This design comes from an exercise in tuning for small area, a short achievable clock period and few clock cycles on the open sky130 flow, not from production work.
Function was checked by simulation only, so behaviour that the tests miss may differ from the original.
No activity file was given, so power comes from the tool's default toggle rates.

==> design.v <==
module mbxrc (
    input  wire        clk,
    input  wire        rst,         
    input  wire        side_fw,     
    input  wire        req_valid,
    input  wire        req_we,
    input  wire [7:0]  req_addr,
    input  wire [31:0] req_wdata,
    output reg         req_ready,
    output reg  [31:0] req_rdata,
    output reg         mem_valid,
    output reg         mem_we,
    output reg  [6:0]  mem_addr,
    output reg  [31:0] mem_wdata,
    input  wire        mem_ready,
    input  wire [31:0] mem_rdata,
    output reg         diag_valid,
    output reg  [31:0] diag_data
);
    localparam [31:0] H           = 32'd24;
    localparam [31:0] C           = 32'd32;
    localparam [31:0] MAGIC_VALID = 32'hC0DE600D;
    localparam [31:0] MAGIC_TOMB  = 32'hC0DEDEAD;
    localparam [31:0] REGION_LIMIT = 32'h200;
    localparam [31:0] RING_BASE   = 32'h48;
    localparam [31:0] CAP0 = 32'd64, CAP1 = 32'd128, CAP2 = 32'd64, CAP3 = 32'd128;
    localparam [31:0] OFF0 = RING_BASE;
    localparam [31:0] OFF1 = OFF0 + CAP0;
    localparam [31:0] OFF2 = OFF1 + CAP1;
    localparam [31:0] OFF3 = OFF2 + CAP2;
    localparam [31:0] REGION_SIZE = OFF3 + CAP3;
    function is_pow2_ge4;
        input [31:0] v;
        begin
            is_pow2_ge4 = (v >= 32'd4) && ((v & (v - 32'd1)) == 32'd0);
        end
    endfunction
    wire cfg_ok = is_pow2_ge4(CAP0) && is_pow2_ge4(CAP1) && is_pow2_ge4(CAP2) &&
                  is_pow2_ge4(CAP3) && (REGION_SIZE <= REGION_LIMIT);
    localparam [3:0] ST_OK = 4'd0, ST_NONE = 4'd1, ST_EINVARG = 4'd2, ST_ENOSPC = 4'd3,
                     ST_EINVAL = 4'd4, ST_ERES = 4'd5, ST_ETIMEOUT = 4'd6,
                     ST_EILLEGAL = 4'd7, ST_ESTATE = 4'd8, ST_EFAULT = 4'd9;
    localparam [7:0] OP_TOPHYS = 8'h01, OP_WRMSG = 8'h02, OP_RDMSG = 8'h03,
                     OP_WRCMD = 8'h04, OP_RDCMD = 8'h05,
                     OP_PUT = 8'h10, OP_GET = 8'h11, OP_PEEK = 8'h12, OP_REF = 8'h13,
                     OP_GETC = 8'h14, OP_CLEAR = 8'h15, OP_DUMP = 8'h16,
                     OP_OPEN = 8'h20, OP_ATTACH = 8'h21, OP_CLOSE = 8'h22,
                     OP_SIGRD = 8'h23, OP_SIGWR = 8'h24, OP_WAITRDY = 8'h25;
    localparam [4:0] S_IDLE     = 5'd0,
                     S_DEC      = 5'd1,
                     S_DONE     = 5'd2,
                     S_WRMSG    = 5'd3,
                     S_RDMSG    = 5'd4,
                     S_WRCMD    = 5'd5,
                     S_RDCMD    = 5'd6,
                     S_PUT_RWC  = 5'd7,
                     S_PUT_RRC  = 5'd8,
                     S_PUT_CALC = 5'd9,
                     S_PUT_CHK  = 5'd10,
                     S_PUT_PUB  = 5'd11,
                     S_RDRC     = 5'd12,
                     S_PRB_WC   = 5'd13,
                     S_PRB_CHK  = 5'd14,
                     S_PRB_RD   = 5'd15,
                     S_PRB_EVAL = 5'd16,
                     S_GET_WR   = 5'd17,
                     S_CLR_TOMB = 5'd18,
                     S_CLR_WR   = 5'd19,
                     S_EMIT     = 5'd20,
                     S_NEXT     = 5'd21,
                     S_OPEN     = 5'd22,
                     S_ATT      = 5'd23,
                     S_ATT_CHK  = 5'd24,
                     S_SIGRD    = 5'd25,
                     S_SIGWR    = 5'd26,
                     S_WAIT     = 5'd27;
    reg [4:0]  state;
    reg [31:0] opw;               
    reg [3:0]  status;
    reg [31:0] arg0, arg1, res0, res1, clen;
    reg [31:0] m  [0:5];
    reg [31:0] cw [0:7];
    reg        opened;
    reg [31:0] seg_off [0:3];
    reg [31:0] seg_len [0:3];
    reg [3:0]  k;                 
    reg [31:0] pos;               
    reg [31:0] wc, rc, cc, ec, writable;
    reg [31:0] f [0:4];           
    reg [31:0] cnt0, cnt1;        
    reg [7:0]  iter;              
    reg [31:0] att_off;           
    reg [31:0] att_o;             
    reg [31:0] t_off [0:3];
    reg [31:0] t_len [0:3];
    integer j;
    wire [7:0] opc    = opw[31:24];
    wire [1:0] ch     = opw[17:16];
    wire       flg_pv = opw[11];
    wire       flg_tb = opw[10];
    wire       flg_cp = opw[9];
    wire       flg_mp = opw[8];
    wire fmt_n   = (opc == OP_TOPHYS) || (opc == OP_OPEN) || (opc == OP_ATTACH) ||
                   (opc == OP_CLOSE) || (opc == OP_WAITRDY);
    wire fmt_chn = (opc == OP_WRMSG) || (opc == OP_RDMSG) || (opc == OP_WRCMD) ||
                   (opc == OP_RDCMD) || (opc == OP_GET) || (opc == OP_PEEK) ||
                   (opc == OP_DUMP);
    wire fmt_sig = (opc == OP_SIGRD) || (opc == OP_SIGWR);
    reg match;
    always @(*) begin
        if (fmt_n)
            match = (opw[23:0] == 24'd0);
        else if (fmt_chn)
            match = (opw[15:0] == 16'd0);
        else if (opc == OP_PUT)
            match = (opw[15:11] == 5'd0) && (opw[7:0] == 8'd0);
        else if (opc == OP_REF)
            match = (opw[15:12] == 4'd0) && (opw[10:0] == 11'd0);
        else if ((opc == OP_GETC) || (opc == OP_CLEAR))
            match = (opw[15:9] == 7'd0) && (opw[7:0] == 8'd0);
        else if (fmt_sig)
            match = (opw[23:17] == 7'd0) && (opw[15:0] == 16'd0);
        else
            match = 1'b0;
    end
    wire uses_ch   = !fmt_n && !fmt_sig;
    wire ch_ok     = (opw[23:16] < 8'd4);
    wire legal     = match && (!uses_ch || ch_ok);
    wire producer  = (ch[1] == side_fw);
    wire need_prod = (opc == OP_PUT) || (opc == OP_WRMSG) || (opc == OP_WRCMD);
    wire need_cons = (opc == OP_GET) || (opc == OP_CLEAR);
    wire [31:0] cur_off = seg_off[ch];
    wire [31:0] cur_len = seg_len[ch];
    function [31:0] seg_addr;
        input [31:0] off;
        input [31:0] len;
        input [31:0] c;
        begin
            seg_addr = off + (c & (len - 32'd1));
        end
    endfunction
    wire [31:0] field_pos  = pos + {26'd0, k, 2'b00};
    wire [31:0] field_addr = seg_addr(cur_off, cur_len, field_pos);
    wire [31:0] cba        = 32'd8 + {26'd0, ch, 4'd0};
    wire [31:0] readable   = wc - pos;
    wire [31:0] next_pos   = f[4] + f[3];
    wire        walk_done  = ({24'd0, iter} * 32'd56) > cur_len;   
    wire [31:0] put_writable = cur_len - (wc - rc);
    wire [31:0] put_cc0      = wc + H;
    wire [31:0] put_rem      = cur_len - (put_cc0 & (cur_len - 32'd1));
    wire [31:0] put_cc       = (put_rem < C) ? put_cc0 + put_rem : put_cc0;
    wire [31:0] put_ec       = put_cc + C;
    reg [31:0] open_data;
    always @(*) begin
        case (k[1:0])
            2'd0: case (k[3:2])
                      2'd0: open_data = OFF0;
                      2'd1: open_data = OFF1;
                      2'd2: open_data = OFF2;
                      default: open_data = OFF3;
                  endcase
            2'd1: case (k[3:2])
                      2'd0: open_data = CAP0;
                      2'd1: open_data = CAP1;
                      2'd2: open_data = CAP2;
                      default: open_data = CAP3;
                  endcase
            default: open_data = 32'd0;
        endcase
    end
    reg [31:0] mem_byte;
    always @(*) begin
        mem_valid = 1'b0;
        mem_we    = 1'b0;
        mem_byte  = 32'd0;
        mem_wdata = 32'd0;
        case (state)
            S_WRMSG: begin
                mem_valid = 1'b1; mem_we = 1'b1; mem_byte = field_addr;
                mem_wdata = m[k[2:0]];
            end
            S_RDMSG: begin
                mem_valid = 1'b1; mem_byte = field_addr;
            end
            S_WRCMD: begin
                mem_valid = 1'b1; mem_we = 1'b1; mem_byte = field_addr;
                mem_wdata = cw[k[2:0]];
            end
            S_RDCMD: begin
                mem_valid = 1'b1; mem_byte = field_addr;
            end
            S_PUT_RWC: begin
                mem_valid = 1'b1; mem_byte = cba + 32'd8;
            end
            S_PUT_RRC: begin
                mem_valid = 1'b1; mem_byte = cba + 32'd12;
            end
            S_PUT_PUB: begin
                mem_valid = 1'b1; mem_we = 1'b1; mem_byte = cba + 32'd8;
                mem_wdata = ec;
            end
            S_RDRC: begin
                mem_valid = 1'b1; mem_byte = cba + 32'd12;
            end
            S_PRB_WC: begin
                mem_valid = 1'b1; mem_byte = cba + 32'd8;
            end
            S_PRB_RD: begin
                mem_valid = 1'b1; mem_byte = field_addr;
            end
            S_GET_WR: begin
                mem_valid = 1'b1; mem_we = 1'b1; mem_byte = cba + 32'd12;
                mem_wdata = next_pos;
            end
            S_CLR_TOMB: begin
                mem_valid = 1'b1; mem_we = 1'b1; mem_byte = field_addr;
                mem_wdata = MAGIC_TOMB;
            end
            S_CLR_WR: begin
                mem_valid = 1'b1; mem_we = 1'b1; mem_byte = cba + 32'd12;
                mem_wdata = pos;
            end
            S_OPEN: begin
                mem_valid = 1'b1; mem_we = 1'b1; mem_byte = 32'd8 + {26'd0, k, 2'b00};
                mem_wdata = open_data;
            end
            S_ATT: begin
                mem_valid = 1'b1; mem_byte = 32'd8 + {26'd0, k[2:1], 4'd0} + {29'd0, k[0], 2'b00};
            end
            S_SIGRD: begin
                mem_valid = 1'b1; mem_byte = {29'd0, opw[16], 2'b00};
            end
            S_SIGWR: begin
                mem_valid = 1'b1; mem_we = 1'b1; mem_byte = {29'd0, opw[16], 2'b00};
                mem_wdata = arg0;
            end
            S_WAIT: begin
                mem_valid = (cnt0 < arg1); mem_byte = 32'd0;
            end
            default: ;
        endcase
        mem_addr = mem_byte[8:2];
    end
    always @(*) begin
        diag_valid = (state == S_EMIT);
        diag_data  = (k < 4'd5) ? f[k[2:0]] : pos;
        if (state != S_EMIT)
            diag_data = 32'd0;
    end
    wire mem_go = mem_valid && mem_ready;
    wire op_start = (state == S_IDLE) && req_valid && req_we && (req_addr == 8'd0);
    always @(*) begin
        if (state == S_IDLE)
            req_ready = !op_start;
        else
            req_ready = (state == S_DONE);
    end
    always @(*) begin
        req_rdata = 32'd0;
        case (req_addr)
            8'd1:  req_rdata = {28'd0, status};
            8'd2:  req_rdata = arg0;
            8'd3:  req_rdata = arg1;
            8'd4:  req_rdata = res0;
            8'd5:  req_rdata = res1;
            8'd6:  req_rdata = clen;
            8'd8:  req_rdata = m[0];
            8'd9:  req_rdata = m[1];
            8'd10: req_rdata = m[2];
            8'd11: req_rdata = m[3];
            8'd12: req_rdata = m[4];
            8'd13: req_rdata = m[5];
            8'd16: req_rdata = cw[0];
            8'd17: req_rdata = cw[1];
            8'd18: req_rdata = cw[2];
            8'd19: req_rdata = cw[3];
            8'd20: req_rdata = cw[4];
            8'd21: req_rdata = cw[5];
            8'd22: req_rdata = cw[6];
            8'd23: req_rdata = cw[7];
            default: req_rdata = 32'd0;
        endcase
    end
    wire reg_wr = (state == S_IDLE) && req_valid && req_we && (req_addr != 8'd0);
    task finish;
        input [3:0] code;
        begin
            status <= code;
            state  <= S_DONE;
        end
    endtask
    always @(posedge clk) begin
        if (rst) begin
            state  <= S_IDLE;
            opw    <= 32'd0;
            status <= ST_OK;
            arg0   <= 32'd0;
            arg1   <= 32'd0;
            res0   <= 32'd0;
            res1   <= 32'd0;
            clen   <= 32'd0;
            opened <= 1'b0;
            for (j = 0; j < 6; j = j + 1) m[j] <= 32'd0;
            for (j = 0; j < 8; j = j + 1) cw[j] <= 32'd0;
        end else begin
            case (state)
            S_IDLE: begin
                if (op_start) begin
                    opw   <= req_wdata;
                    state <= S_DEC;
                end else if (reg_wr) begin
                    case (req_addr)
                        8'd2:  arg0  <= req_wdata;
                        8'd3:  arg1  <= req_wdata;
                        8'd6:  clen  <= req_wdata;
                        8'd8:  m[0]  <= req_wdata;
                        8'd9:  m[1]  <= req_wdata;
                        8'd10: m[2]  <= req_wdata;
                        8'd11: m[3]  <= req_wdata;
                        8'd12: m[4]  <= req_wdata;
                        8'd13: m[5]  <= req_wdata;
                        8'd16: cw[0] <= req_wdata;
                        8'd17: cw[1] <= req_wdata;
                        8'd18: cw[2] <= req_wdata;
                        8'd19: cw[3] <= req_wdata;
                        8'd20: cw[4] <= req_wdata;
                        8'd21: cw[5] <= req_wdata;
                        8'd22: cw[6] <= req_wdata;
                        8'd23: cw[7] <= req_wdata;
                        default: ;
                    endcase
                end
            end
            S_DONE: begin
                state <= S_IDLE;
            end
            S_DEC: begin
                k     <= 4'd0;
                iter  <= 8'd0;
                cnt0  <= 32'd0;
                cnt1  <= 32'd0;
                if (!legal)
                    finish(ST_EILLEGAL);
                else if (uses_ch && !opened)
                    finish(ST_ESTATE);
                else if (need_prod && !producer)
                    finish(ST_ESTATE);
                else if (need_cons && producer)
                    finish(ST_ESTATE);
                else begin
                    case (opc)
                    OP_TOPHYS: begin
                        res0 <= arg1 & (arg0 - 32'd1);
                        finish(ST_OK);
                    end
                    OP_WRMSG, OP_RDMSG, OP_WRCMD, OP_RDCMD: begin
                        pos <= arg0;
                        if (arg0[1:0] != 2'd0)
                            finish(ST_EFAULT);
                        else case (opc)
                            OP_WRMSG: state <= S_WRMSG;
                            OP_RDMSG: state <= S_RDMSG;
                            OP_WRCMD: state <= S_WRCMD;
                            default:  state <= S_RDCMD;
                        endcase
                    end
                    OP_PUT: begin
                        if (!flg_mp || !flg_cp || (clen != C))
                            finish(ST_EINVARG);
                        else
                            state <= S_PUT_RWC;
                    end
                    OP_GET, OP_PEEK, OP_DUMP: begin
                        state <= S_RDRC;
                    end
                    OP_REF: begin
                        if (flg_pv) begin
                            pos   <= m[4] + m[3];
                            state <= S_PRB_WC;
                        end else
                            state <= S_RDRC;
                    end
                    OP_GETC: begin
                        pos <= m[4];
                        if (!flg_mp)
                            finish(ST_EINVARG);
                        else if (m[4][1:0] != 2'd0)
                            finish(ST_EFAULT);
                        else
                            state <= S_RDCMD;
                    end
                    OP_CLEAR: begin
                        pos <= m[5];
                        if (!flg_mp)
                            finish(ST_EINVARG);
                        else if (m[5][1:0] != 2'd0)
                            finish(ST_EFAULT);
                        else
                            state <= S_CLR_TOMB;
                    end
                    OP_OPEN: begin
                        if (!cfg_ok)
                            finish(ST_EINVARG);
                        else
                            state <= S_OPEN;
                    end
                    OP_ATTACH: begin
                        att_off <= RING_BASE;
                        state   <= S_ATT;
                    end
                    OP_CLOSE: begin
                        opened <= 1'b0;
                        finish(ST_OK);
                    end
                    OP_SIGRD:   state <= S_SIGRD;
                    OP_SIGWR:   state <= S_SIGWR;
                    default:    state <= S_WAIT;    
                    endcase
                end
            end
            S_WRMSG: if (mem_go) begin
                if (k == 4'd5) begin
                    k <= 4'd0;
                    if (opc == OP_PUT) begin
                        pos   <= cc;
                        state <= S_WRCMD;
                    end else begin
                        res0 <= pos + H;
                        finish(ST_OK);
                    end
                end else
                    k <= k + 4'd1;
            end
            S_RDMSG: if (mem_go) begin
                m[k[2:0]] <= mem_rdata;
                if (k == 4'd5)
                    finish(ST_OK);
                else
                    k <= k + 4'd1;
            end
            S_WRCMD: if (mem_go) begin
                if (k == 4'd7) begin
                    k <= 4'd0;
                    if (opc == OP_PUT)
                        state <= S_PUT_PUB;
                    else begin
                        res0 <= pos + C;
                        finish(ST_OK);
                    end
                end else
                    k <= k + 4'd1;
            end
            S_RDCMD: if (mem_go) begin
                cw[k[2:0]] <= mem_rdata;
                if (k == 4'd7) begin
                    clen <= C;
                    finish(ST_OK);
                end else
                    k <= k + 4'd1;
            end
            S_PUT_RWC: if (mem_go) begin
                wc    <= mem_rdata;
                state <= S_PUT_RRC;
            end
            S_PUT_RRC: if (mem_go) begin
                rc    <= mem_rdata;
                state <= S_PUT_CALC;
            end
            S_PUT_CALC: begin
                writable <= put_writable;
                cc       <= put_cc;
                ec       <= put_ec;
                state    <= S_PUT_CHK;
            end
            S_PUT_CHK: begin
                if (writable < H)
                    finish(ST_ENOSPC);
                else if (writable < ec - wc)
                    finish(ST_ENOSPC);
                else begin
                    m[4] <= cc;
                    if (flg_tb)
                        cw[7] <= cc + C;
                    pos <= wc;
                    k   <= 4'd0;
                    if (wc[1:0] != 2'd0)
                        finish(ST_EFAULT);
                    else
                        state <= S_WRMSG;
                end
            end
            S_PUT_PUB: if (mem_go) begin
                res0 <= ec;
                res1 <= cc;
                finish(ST_OK);
            end
            S_RDRC: if (mem_go) begin
                pos   <= mem_rdata;
                state <= S_PRB_WC;
            end
            S_PRB_WC: if (mem_go) begin
                wc    <= mem_rdata;
                state <= S_PRB_CHK;
            end
            S_PRB_CHK: begin
                k <= 4'd0;
                if (readable == 32'd0) begin
                    case (opc)
                        OP_CLEAR: begin
                            res0 <= pos;
                            res1 <= cnt0;
                            finish(ST_OK);
                        end
                        OP_DUMP: begin
                            res0 <= cnt0;
                            res1 <= cnt1;
                            finish(ST_OK);
                        end
                        default: finish(ST_NONE);
                    endcase
                end else if (readable < H)
                    finish(ST_ERES);
                else if (pos[1:0] != 2'd0)
                    finish(ST_EFAULT);
                else
                    state <= S_PRB_RD;
            end
            S_PRB_RD: if (mem_go) begin
                if (k < 4'd5)
                    f[k[2:0]] <= mem_rdata;
                if (k == 4'd5)
                    state <= S_PRB_EVAL;
                else
                    k <= k + 4'd1;
            end
            S_PRB_EVAL: begin
                k <= 4'd0;
                case (opc)
                OP_CLEAR: begin
                    if (f[0] != MAGIC_TOMB) begin
                        res0 <= pos;
                        res1 <= cnt0;
                        finish(ST_OK);
                    end else if (f[3] != C)
                        finish(ST_ERES);
                    else begin
                        pos   <= next_pos;
                        cnt0  <= cnt0 + 32'd1;
                        iter  <= iter + 8'd1;
                        state <= S_CLR_WR;
                    end
                end
                OP_DUMP: begin
                    if ((f[0] != MAGIC_VALID) && (f[0] != MAGIC_TOMB))
                        finish(ST_EINVAL);
                    else if (f[3] != C)
                        finish(ST_ERES);
                    else if (f[0] == MAGIC_VALID) begin
                        cnt0  <= cnt0 + 32'd1;
                        state <= S_EMIT;
                    end else begin
                        cnt1  <= cnt1 + 32'd1;
                        state <= S_NEXT;
                    end
                end
                default: begin   
                    if (f[0] != MAGIC_VALID)
                        finish(ST_EINVAL);
                    else if (f[3] != C)
                        finish(ST_ERES);
                    else begin
                        m[0] <= f[0];
                        m[1] <= f[1];
                        m[2] <= f[2];
                        m[3] <= f[3];
                        m[4] <= f[4];
                        m[5] <= pos;
                        res0 <= next_pos;
                        if (opc == OP_GET)
                            state <= S_GET_WR;
                        else
                            finish(ST_OK);
                    end
                end
                endcase
            end
            S_GET_WR: if (mem_go) begin
                finish(ST_OK);
            end
            S_CLR_TOMB: if (mem_go) begin
                state <= S_RDRC;
            end
            S_CLR_WR: if (mem_go) begin
                if (walk_done)
                    finish(ST_ERES);
                else
                    state <= S_PRB_WC;
            end
            S_EMIT: begin
                if (k == 4'd5) begin
                    k     <= 4'd0;
                    state <= S_NEXT;
                end else
                    k <= k + 4'd1;
            end
            S_NEXT: begin
                pos  <= next_pos;
                iter <= iter + 8'd1;
                if (({24'd0, iter + 8'd1} * 32'd56) > cur_len)
                    finish(ST_ERES);
                else
                    state <= S_PRB_WC;
            end
            S_OPEN: if (mem_go) begin
                if (k == 4'd15) begin
                    seg_off[0] <= OFF0; seg_len[0] <= CAP0;
                    seg_off[1] <= OFF1; seg_len[1] <= CAP1;
                    seg_off[2] <= OFF2; seg_len[2] <= CAP2;
                    seg_off[3] <= OFF3; seg_len[3] <= CAP3;
                    opened <= 1'b1;
                    res0   <= REGION_SIZE;
                    finish(ST_OK);
                end else
                    k <= k + 4'd1;
            end
            S_ATT: if (mem_go) begin
                if (k[0] == 1'b0) begin
                    att_o <= mem_rdata;
                    k     <= k + 4'd1;
                end else begin
                    t_off[k[2:1]] <= att_o;
                    t_len[k[2:1]] <= mem_rdata;
                    state <= S_ATT_CHK;
                end
            end
            S_ATT_CHK: begin
                if (att_o != att_off)
                    finish(ST_ERES);
                else if (!is_pow2_ge4(t_len[k[2:1]]))
                    finish(ST_ERES);
                else if (att_off + t_len[k[2:1]] > REGION_LIMIT)
                    finish(ST_ERES);
                else begin
                    att_off <= att_off + t_len[k[2:1]];
                    if (k[2:1] == 2'd3) begin
                        for (j = 0; j < 4; j = j + 1) begin
                            seg_off[j] <= t_off[j];
                            seg_len[j] <= t_len[j];
                        end
                        opened <= 1'b1;
                        res0   <= att_off + t_len[3];
                        finish(ST_OK);
                    end else begin
                        k     <= k + 4'd1;
                        state <= S_ATT;
                    end
                end
            end
            S_SIGRD: if (mem_go) begin
                res0 <= mem_rdata;
                finish(ST_OK);
            end
            S_SIGWR: if (mem_go) begin
                finish(ST_OK);
            end
            S_WAIT: begin
                if (cnt0 >= arg1) begin
                    res0 <= cnt0;
                    finish(ST_ETIMEOUT);
                end else if (mem_go) begin
                    cnt0 <= cnt0 + 32'd1;
                    if (mem_rdata == arg0) begin
                        res0 <= cnt0 + 32'd1;
                        finish(ST_OK);
                    end
                end
            end
            default: state <= S_IDLE;
            endcase
        end
    end
endmodule
==> run.sh <==
#!/bin/bash
# synth_recipe.tcl (not shown) runs the flow's synth.tcl, then flattens the netlist and writes it again
# the make line also repeats each setting of config.mk as NAME=value (left out here)
make -C /OpenROAD-flow-scripts/flow DESIGN_CONFIG=/design/flow/config.mk WORK_HOME=/design/flow/orfs CLKGATE_MAP_FILE= SYNTH_SCRIPT=/design/flow/synth_recipe.tcl finish
==> config.mk <==
export PLATFORM = sky130hd
export DESIGN_NAME = mbxrc
export DESIGN_NICKNAME = mbxrc
export VERILOG_FILES = /design/flow/design.v
export SDC_FILE = /design/flow/constraint.sdc
export NUM_CORES = 8
export LEC_CHECK = 0
export CAP_MARGIN = 20
export CORE_MARGIN = 2
export CORE_UTILIZATION = 40
export SLEW_MARGIN = 20
==> constraint.sdc <==
create_clock -name core_clock -period 10.0 [get_ports {clk}]
set_input_delay 2.0000 -clock core_clock [delete_from_list [all_inputs] [get_ports {clk}]]
set_output_delay 2.0000 -clock core_clock [all_outputs]
set_load 0.01 [all_outputs]
==> qor.csv <==
metric,value,unit
outcome,finished clean,
drc,0,
clockRootBuffer,clkbuf_16,
tns,0,ps
vdd_drop_max,203,uV
nNetsFinal,10200,
drt-wirelength-per-cell,49.0,um
cp_top_family,simple AND/OR/NAND/NOR gates,
rsz0062_at_grt,false,
cp_max_fo,19,
clk_latency,940,ps
multiInputGateArea,0.0511,sq mm
synth_cell_types,115,
ys_seq_area_share,46.1,%
slowest_stage,a2111oi_0,
finClkSkew,99.7,ps
drtIter0Drc,21600,
ctsResizeCount,0,
ys_ff_latch,1627,
syn_nets,10100,
worst_pin_slew,1430,ps
fin_crit_sh,90.9,%
yosysWarningCount,3,
overflow,0,
period_needed,9090,ps
hold_start,opw[18]$_SDFFE_PP0P_,
cp.arrival,9850,ps
worstSetupStartpointType,flop,
grt_pass1_wl,837000,um
hold_buffers,0,
vias,98200,
viasPerCell,7.42,
syn_area,0.101,sq mm
avgSynthCellArea,10.6,sq um
path_cells,"mux4_2, ha_1, inv_1, fa_1, nor2b_1, o21ai_0, a21boi_0, o2111ai_1, and3_1, o21ai_0, a2111oi_0, o31ai_1, a211oi_1, or3_1, nand3_1, nor4_1, nand4_1, and2_1, nor3_1, a21boi_1, mux2_2",
drive_above_1_share,13.1,%
hold_violations,0,
maxSlewHeadroom,3.96,%
register_area,0.0468,sq mm
cpMostUsedCell,o21ai_0,
slew_viol_final,0,
grtUsageTotal,48.6,%
fill_cells,23400,
grt_max_degree,129,
die_x,508,um
cts_tree,done,
antenna_found_initial,120,
cp-end-kind,flop,
io_pins,185,
whs,461,ps
core,0.252,sq mm
fin_ws,914,ps
finalPower,22.5,mW
clockBufferDepth,3,
die_h,508,um
start_util,40.3,%
place_hpwl,481000,um
critPathKind,flop to flop,
finalSetupViolCount,0,
fp-row-count,184,
path_clk_slew,70,ps
gp_congestion,1.14,
postRouteWirelength,648000,um
powerDensity,195,mW/mm^2
grt_pass1_vias,86700,
antenna_left,0,
cts_inserted_buffers,192,
synth_edf_count,1423,
post-place-ws,1310,ps
async_flop_share,0,%
path_buf_inv,1,
io_buffer_count,184,
max_stage_delay,860,ps
leakagePower,41.3,nW
syn2layout_area_growth,13.9,%
cts.sinks,1627,
synth_ff_type,edfxtp_1,
dieArea,0.258,sq mm
syn_inst,9570,
cts_max_level,4,
dr.pass1.iters,14,
cts_setup_buffers,0,
cap_violations,0,
hp-class,flop to flop,
fmax,110,MHz
worstPathRequired,10770,ps
power by group:
group | switching [mW] | internal, mW | leakage (nW)
Sequential | 0.414 | 7.63 | 15.1
Combinational | 4.69 | 2.19 | 23.0
Clock | 3.29 | 4.27 | 3.21
Total | 8.40 | 14.1 | 41.3
state kept, by name, summed over array words and instances (netlist names), 36 cells and up, named ones only:
register and flops:
t_len 128, f 256, t_off 36, cw 256
seg_off 36, m 256, seg_len 128
metal layers:
| layer | track usage (%) | up-vias | wire [um] |
|---|---|---|---|
| li1 | - | 37300 | - |
| met1 | 61.4 | 49400 | 237000 |
| met2 | 61.8 | 9320 | 241000 |
| met3 | 26.1 | 2001 | 111000 |
| met4 | 34.9 | 70 | 58500 |
| met5 | 2.00 | - | 998 |
Yosys cell counts, types with 45 or more instances:
cell	count	area share (%)
edfxtp_1	1423	42
nand2_1	831	3.1
clkbuf_1	630	2.3
nor2_1	621	2.3
a21oi_1	570	2.8
o21ai_0	425	2.1
ha_1	398	4.9
inv_1	364	1.3
xnor2_1	329	2.8
a22o_1	302	2.6
and3_1	251	1.5
a22oi_1	245	1.8
a222oi_1	231	2.3
mux4_2	228	5.1
dfxtp_1	204	4.0
nand3_1	199	0.98
mux2i_1	163	1.6
nor3_1	163	0.80
xor2_1	163	1.4
a221oi_1	125	1.1
nand4_1	117	0.72
a211oi_1	95	0.70
nor2b_1	86	0.53
buf_1	85	0.31
a21o_1	80	0.59
nand2b_1	77	0.47
nor4_1	77	0.47
a31oi_1	74	0.46
o21a_1	72	0.53
or3_1	70	0.43
fa_1	54	1.1
a211o_1	45	0.39
a311oi_1	45	0.39
worst reg2reg max path: cells and delay by family, from the launching register on:
family	cells	cell delay (ps)
compound gates	8	3200
fa+ha+maj	2	480
buf+inv	1	90
flops	1	840
mux	2	1130
simple gates	8	3220
cells in the final DEF (no fill, tap or decap), types with 84 or more instances in the layout:
cell type,instances
ha_1,395
edfxtp_1,1423
a21oi_1,559
a222oi_1,231
mux4_2,228
and3_1,249
buf_4,434
inv_1,363
mux2i_1,161
dfxtp_1,201
nor2b_1,84
o21ai_0,420
a221oi_1,124
clkbuf_16,193
nand4_1,117
nor3_1,143
a22o_1,302
nand3_1,197
a211oi_1,91
clkdlybuf4s50_1,148
nor2_1,553
xor2_1,163
xnor2_1,318
nand2_1,826
a22oi_1,245
final cells by class:
| class | instances | share of cell area (%) |
|---|---|---|
| clock inverter | 128 | 1.38 |
| antenna | 79 | 0.171 |
| inverter | 370 | 1.20 |
| sequential | 1627 | 40.5 |
| timing repair buffer | 631 | 4.48 |
| multi-input combinational | 6817 | 44.2 |
| tap | 3348 | 3.62 |
| clock buffer | 231 | 4.38 |
cells by family (layout without fill, tap and decap cells):
| group | Yosys count | after routing | share of synthesized area [%] |
|---|---|---|---|
| simple gates | 2707 | 2707 | 13.0 |
| fa+ha+maj | 459 | 459 | 6.04 |
| xor+xnor | 492 | 492 | 4.25 |
| mux | 410 | 410 | 6.88 |
| compound gates | 2749 | 2749 | 19.5 |
| other cells | 0 | 79 | 0 |
| flops | 1627 | 1627 | 46.1 |
| buf+inv | 1126 | 1360 | 4.28 |
path summary, 6_finish.rpt:
path,end,slack (ps),cells after the start
setup / recovery,flop,910,21
hold / removal,opw[18]$_SDFFE_PP0P_,460,2
setup reg to reg,flop,910,21
hold reg to reg,opw[18]$_SDFFE_PP0P_,460,2
per-stage QoR:
step	util [%]	cell area, sq um	std cells
2_1_floorplan	-	101000	9570
3_3_place_gp	43.1	108000	12800
3_5_place_dp	43.1	109000	12800
4_1_cts	45.7	115000	13100
5_1_grt	45.8	115000	13200
6_report	45.9	116000	13200
Testbench counts, summed over its fixed seeds: cycles 60,387.

-- port drivers added, routing unchanged --
How much do the figures lean on ideal ports? The routed layout below was timed once more, with nothing changed but the port constraints. Step 1: set_driving_cell puts a clkbuf_16 on clk and a buf_2 on each other input, an assumption about the parent block. Step 2 times the ports against the registers' clock, not the clock port: input delays grow and output delays shrink by t, the midpoint of the rising clock arrivals with the driver on. Slacks: no drivers / after step 1 / after step 2; pairs: no drivers / after step 1.
shift t [ns]: 0.990
slack for setup (ns): 0.914 / 0.859 / 0.914
latest minus earliest clock arrival (ns): 0.100 / 0.100
After both steps this run still meets setup and hold. For this run, drivers alone change the setup slack by -0.055 ns; drivers and shift together by 0.000 ns.
